Context: an optimization exercise on an open-source flow, tuned for small area, a short achievable clock period and few clock cycles per item. The choices shown serve that exercise and are no tape-out recipe.
The RTL was checked by simulation tests, not by an equivalence proof against the original design.

==> xenon: inputs <==
// aes_ecb_core
module aes_ecb_core (
  input              clk,
  input              rst,         
  input              key_load,    
  input      [1:0]   key_len,
  input      [255:0] key_in,
  input              blk_start,   
  input              decrypt,     
  input      [127:0] blk_in,
  output             ready,
  output reg         done,        
  output     [127:0] blk_out
);
==> module aes_sbox_pre, before the edit <==
module aes_sbox_pre (
  input  [7:0] xe,
  input  [7:0] xd,
  input        enc,
  output [7:0] y
);
  function [7:0] inv_aff(input [7:0] b);
    inv_aff = {b[6:0], b[7]} ^ {b[4:0], b[7:5]} ^ {b[1:0], b[7:2]} ^ 8'h05;
  endfunction
  assign y = enc ? xe : inv_aff(xd);
endmodule
==> module aes_round2, before the edit <==
module aes_round2 (
  input  [127:0] sy,
  input  [127:0] rkey,
  input  [3:0]   dec,
  input  [3:0]   last,
  output [127:0] st_out
);
  function [7:0] inv_aff(input [7:0] b);
    inv_aff = {b[6:0], b[7]} ^ {b[4:0], b[7:5]} ^ {b[1:0], b[7:2]} ^ 8'h05;
  endfunction
  wire [127:0] sb;     
  wire [127:0] ark;    
  wire [127:0] y;      
  wire [127:0] mc;
  wire [127:0] kk;     
  wire [127:0] mk;
  genvar i;
  generate
    for (i = 0; i < 16; i = i + 1) begin : g_byte
      localparam integer C = i / 4;
      assign sb[127-8*i -: 8] = dec[C] ? inv_aff(sy[127-8*i -: 8]) : sy[127-8*i -: 8];
      aes_x8 u_ark (.a(sb[127-8*i -: 8]), .b(rkey[127-8*i -: 8]), .y(ark[127-8*i -: 8]));
      assign y[127-8*i -: 8] = dec[C] ? ark[127-8*i -: 8] : sb[127-8*i -: 8];
      aes_x8 u_mk (.a(mc[127-8*i -: 8]), .b(kk[127-8*i -: 8]), .y(mk[127-8*i -: 8]));
      assign st_out[127-8*i -: 8] = last[C] ? ark[127-8*i -: 8] : mk[127-8*i -: 8];
    end
    for (i = 0; i < 4; i = i + 1) begin : g_mix
      wire [7:0] w, z;
      aes_corr u_corr (.a0(ark[127-32*i -: 8]), .a1(ark[119-32*i -: 8]),
                       .a2(ark[111-32*i -: 8]), .a3(ark[103-32*i -: 8]), .w(w), .z(z));
      assign kk[127-32*i -: 32] = dec[i] ? {w, z, w, z} : rkey[127-32*i -: 32];
      aes_mc_col u_mc (.a0(y[127-32*i -: 8]), .a1(y[119-32*i -: 8]),
                       .a2(y[111-32*i -: 8]), .a3(y[103-32*i -: 8]),
                       .y0(mc[127-32*i -: 8]), .y1(mc[119-32*i -: 8]),
                       .y2(mc[111-32*i -: 8]), .y3(mc[103-32*i -: 8]));
    end
  endgenerate
endmodule
==> flow/config.mk <==
export PLATFORM = sky130hd
export DESIGN_NAME = aes_ecb_core
export DESIGN_NICKNAME = aes_ecb_core
export VERILOG_FILES = /design/flow/design.v
export SDC_FILE = /design/flow/constraint.sdc
export NUM_CORES = 4
export LEC_CHECK = 0
export CAP_MARGIN = 20
export CORE_MARGIN = 2
export CORE_UTILIZATION = 40
export PLACE_DENSITY = 0.55
export SETUP_SLACK_MARGIN = 5
export SLEW_MARGIN = 20
export SYNTH_HIERARCHICAL = 1
==> flow/constraint.sdc <==
create_clock -name core_clock -period 11.0 [get_ports {clk}]
set_input_delay 2.2000 -clock core_clock [delete_from_list [all_inputs] [get_ports {clk}]]
set_output_delay 2.2000 -clock core_clock [all_outputs]
set_load 0.01 [all_outputs]
run.sh (not shown) runs the stock make flow with config.mk's settings and CLKGATE_MAP_FILE= SYNTH_SCRIPT=/design/flow/synth_recipe.tcl, a recipe that flattens the netlist after the stock synthesis.
==> raven (differences from xenon) <==
--- a/flow/design.v
+++ b/flow/design.v
@@ -277,16 +277,34 @@
   aes_g_xor g127 (.a(L6), .b(L23), .y(S7));
   assign y = {S0, S1, S2, S3, S4, S5, S6, S7};
 endmodule
+module aes_invaff (
+  input  [7:0] b,
+  output [7:0] y
+);
+  wire p25, p36, p47, p03, p14;
+  aes_g_xor  g0 (.a(b[2]), .b(b[5]), .y(p25));
+  aes_g_xor  g1 (.a(b[3]), .b(b[6]), .y(p36));
+  aes_g_xor  g2 (.a(b[4]), .b(b[7]), .y(p47));
+  aes_g_xor  g3 (.a(b[0]), .b(b[3]), .y(p03));
+  aes_g_xor  g4 (.a(b[1]), .b(b[4]), .y(p14));
+  aes_g_xnor g5 (.a(p25), .b(b[7]), .y(y[0]));
+  aes_g_xor  g6 (.a(p36), .b(b[0]), .y(y[1]));
+  aes_g_xnor g7 (.a(p47), .b(b[1]), .y(y[2]));
+  aes_g_xor  g8 (.a(p25), .b(b[0]), .y(y[3]));
+  aes_g_xor  g9 (.a(p36), .b(b[1]), .y(y[4]));
+  aes_g_xor  g10 (.a(p47), .b(b[2]), .y(y[5]));
+  aes_g_xor  g11 (.a(p03), .b(b[5]), .y(y[6]));
+  aes_g_xor  g12 (.a(p14), .b(b[6]), .y(y[7]));
+endmodule
 module aes_sbox_pre (
   input  [7:0] xe,
   input  [7:0] xd,
   input        enc,
   output [7:0] y
 );
-  function [7:0] inv_aff(input [7:0] b);
-    inv_aff = {b[6:0], b[7]} ^ {b[4:0], b[7:5]} ^ {b[1:0], b[7:2]} ^ 8'h05;
-  endfunction
-  assign y = enc ? xe : inv_aff(xd);
+  wire [7:0] d;
+  aes_invaff u_ia (.b(xd), .y(d));
+  assign y = enc ? xe : d;
 endmodule
 module aes_x8 (input [7:0] a, input [7:0] b, output [7:0] y);
   assign y = a ^ b;
@@ -367,9 +385,6 @@
   input  [3:0]   last,
   output [127:0] st_out
 );
-  function [7:0] inv_aff(input [7:0] b);
-    inv_aff = {b[6:0], b[7]} ^ {b[4:0], b[7:5]} ^ {b[1:0], b[7:2]} ^ 8'h05;
-  endfunction
   wire [127:0] sb;     
   wire [127:0] ark;    
   wire [127:0] y;      
@@ -380,7 +395,9 @@
   generate
     for (i = 0; i < 16; i = i + 1) begin : g_byte
       localparam integer C = i / 4;
-      assign sb[127-8*i -: 8] = dec[C] ? inv_aff(sy[127-8*i -: 8]) : sy[127-8*i -: 8];
+      wire [7:0] ia;
+      aes_invaff u_ia (.b(sy[127-8*i -: 8]), .y(ia));
+      assign sb[127-8*i -: 8] = dec[C] ? ia : sy[127-8*i -: 8];
       aes_x8 u_ark (.a(sb[127-8*i -: 8]), .b(rkey[127-8*i -: 8]), .y(ark[127-8*i -: 8]));
       assign y[127-8*i -: 8] = dec[C] ? ark[127-8*i -: 8] : sb[127-8*i -: 8];
       aes_x8 u_mk (.a(mc[127-8*i -: 8]), .b(kk[127-8*i -: 8]), .y(mk[127-8*i -: 8]));
==> flow/flow/run.sh (new file) <==
#!/bin/bash
set -euo pipefail
export SETUP_SLACK_MARGIN=7.0
bash standard.sh > standard_flow.log 2>&1
==> flow/standard.sh (new file) <==
#!/bin/bash
# synth_recipe.tcl (not shown) runs the flow's synth.tcl, then flattens the netlist and writes it again
# the make line also repeats each setting of config.mk as NAME=value (left out here)
make -C /OpenROAD-flow-scripts/flow DESIGN_CONFIG=/design/flow/config.mk WORK_HOME=/design/flow/orfs CLKGATE_MAP_FILE= SYNTH_SCRIPT=/design/flow/synth_recipe.tcl "${@:-finish}"
Settings changed: CORE_UTILIZATION 40 to 55, CTS_BUF_LIST from default to sky130_fd_sc_hd__clkbuf_8, CTS_CLUSTER_SIZE from default to 20, PLACE_DENSITY 0.55 to 0.7, SETUP_SLACK_MARGIN 5 to default.
removed: flow/run.sh
==> results.txt <==
metric	raven	xenon
Outcome	finished with violations	timing/DRC/antenna clean
Violated checks	capacitance limit, slew limit	-
Via count of the first global-routing pass	92700	83800
Flip-flop and latch area	41900 um2	41400 um2
Non-clk invs	33	157
Count of non-filler cells in the finished layout	15200	14900
# Taps	2688	3762
Cells resized by post-CTS repair	2158	0
Share of layout cells above drive strength 1	43.1%	10.9%
Most Frequent Cell on Critical Path	xor2_1	mux2i_1
Timing-limited maximum frequency	205 MHz	174 MHz
Relative area of non-clock buffer cells in the final design	12.5%	5.12%
Routed metal-1 wire length	181000 um	205000 um
Testbench counts of xenon, summed over its fixed seeds: cycles 16,073, items 1,080.
Testbench counts of raven, summed over its fixed seeds: cycles 16,073, items 1,080.

==> try-onyx <==
Another version of the RTL of aes_ecb_core (not shown whole).
## aes_ecb_core
module aes_ecb_core (
  input              clk,
  input              rst,         
  input              key_load,    
  input      [1:0]   key_len,
  input      [255:0] key_in,
  input              blk_start,   
  input              decrypt,     
  input      [127:0] blk_in,
  output             ready,
  output reg         done,        
  output     [127:0] blk_out
);
export LEC_CHECK = 0
export CAP_MARGIN = 20
export CORE_MARGIN = 2
export CORE_UTILIZATION = 40
export PLACE_DENSITY = 0.55
export SLEW_MARGIN = 20
export SYNTH_HIERARCHICAL = 1
create_clock -name core_clock -period 11.0 [get_ports {clk}]
Stock flow here: none of the scripts above is used.
==> inputs of try-juniper, as changes to try-onyx <==
SETUP_SLACK_MARGIN = 5   (was default)
==> comparison table <==
Launching element of the worst setup path: try-onyx ibdec$_DFFE_PP_; try-juniper ks[9]$_DFF_P_
Fraction of the cycle the final worst path needs: try-onyx 0.629; try-juniper 0.537
Slowest cell on the critical path: try-onyx edfxtp_1; try-juniper xor2_1
Slack of the worst reg-to-reg path: try-onyx 4.36 ns; try-juniper 5.09 ns
Pin count of the biggest net entering global routing: try-onyx 211; try-juniper 129
Met1 track demand over resource: try-onyx 0.400; try-juniper 0.408
Post-detailed-placement cell area: try-onyx 0.123 mm2; try-juniper 0.123 mm2
Layout cells sized above 1: try-onyx 0.126; try-juniper 0.130
Data-path buffer share of cell area in the final layout: try-onyx 0.0489; try-juniper 0.0507
Slew margin rel.: try-onyx 0.166; try-juniper 0.116
Number of vias per cell after detailed routing: try-onyx 5.54; try-juniper 5.60
Outcome: try-onyx finished clean; try-juniper finished clean
Endpoint of the most critical register-to-register path: try-onyx x[17]$_DFF_P_; try-juniper kt[8]$_DFF_P_
Number of global-route vias before repair: try-onyx 83500; try-juniper 84200
Number of gates resized after cts: try-onyx 0; try-juniper 47
Final weighted congestion in routability-driven placement: try-onyx 0.964; try-juniper 0.968
Testbench counts of try-onyx, summed over its fixed seeds: cycles 16,253, items 1,080.
Testbench counts of try-juniper, summed over its fixed seeds: cycles 16,253, items 1,080.

-- afterwards: timing with drivers on the ports --
In the flow no input, the clock included, has a driving cell. The finished layouts below were timed again as built, in two steps.
Step 1 assumes that a clkbuf_16 drives the clock port and a buf_2 every other input.
Step 2 moves the port delays by t, midway between the first and last clock arrival at a register: inputs arrive t later, outputs are due t later. That takes back most of the time a late clock gives input paths.
Three values: no drivers, after step 1, after step 2; two values: the first two.
| run | t, ns | setup WS [ns] | worst hold slack (ns) | worst setup path at the end | latest minus earliest clock arrival (ns) |
|---|---|---|---|---|---|
| xenon | 0.977 | 5.242 / 5.242 / 5.136 | 0.454 / 0.454 / 0.454 | input to register | 0.080 / 0.080 |
| raven | 1.153 | 6.124 / 6.124 / 5.845 | 0.440 / 0.440 / 0.440 | input to register | 0.137 / 0.137 |
| try-onyx | 0.969 | 4.083 / 3.978 / 4.362 | 0.446 / 0.446 / 0.446 | register to register | 0.115 / 0.114 |
| try-juniper | 0.978 | 5.089 / 5.089 / 5.089 | 0.446 / 0.446 / 0.446 | register to register | 0.095 / 0.095 |
For raven, which loses most, drivers alone change the setup slack by 0.000 ns; drivers and shift together by -0.279 ns.
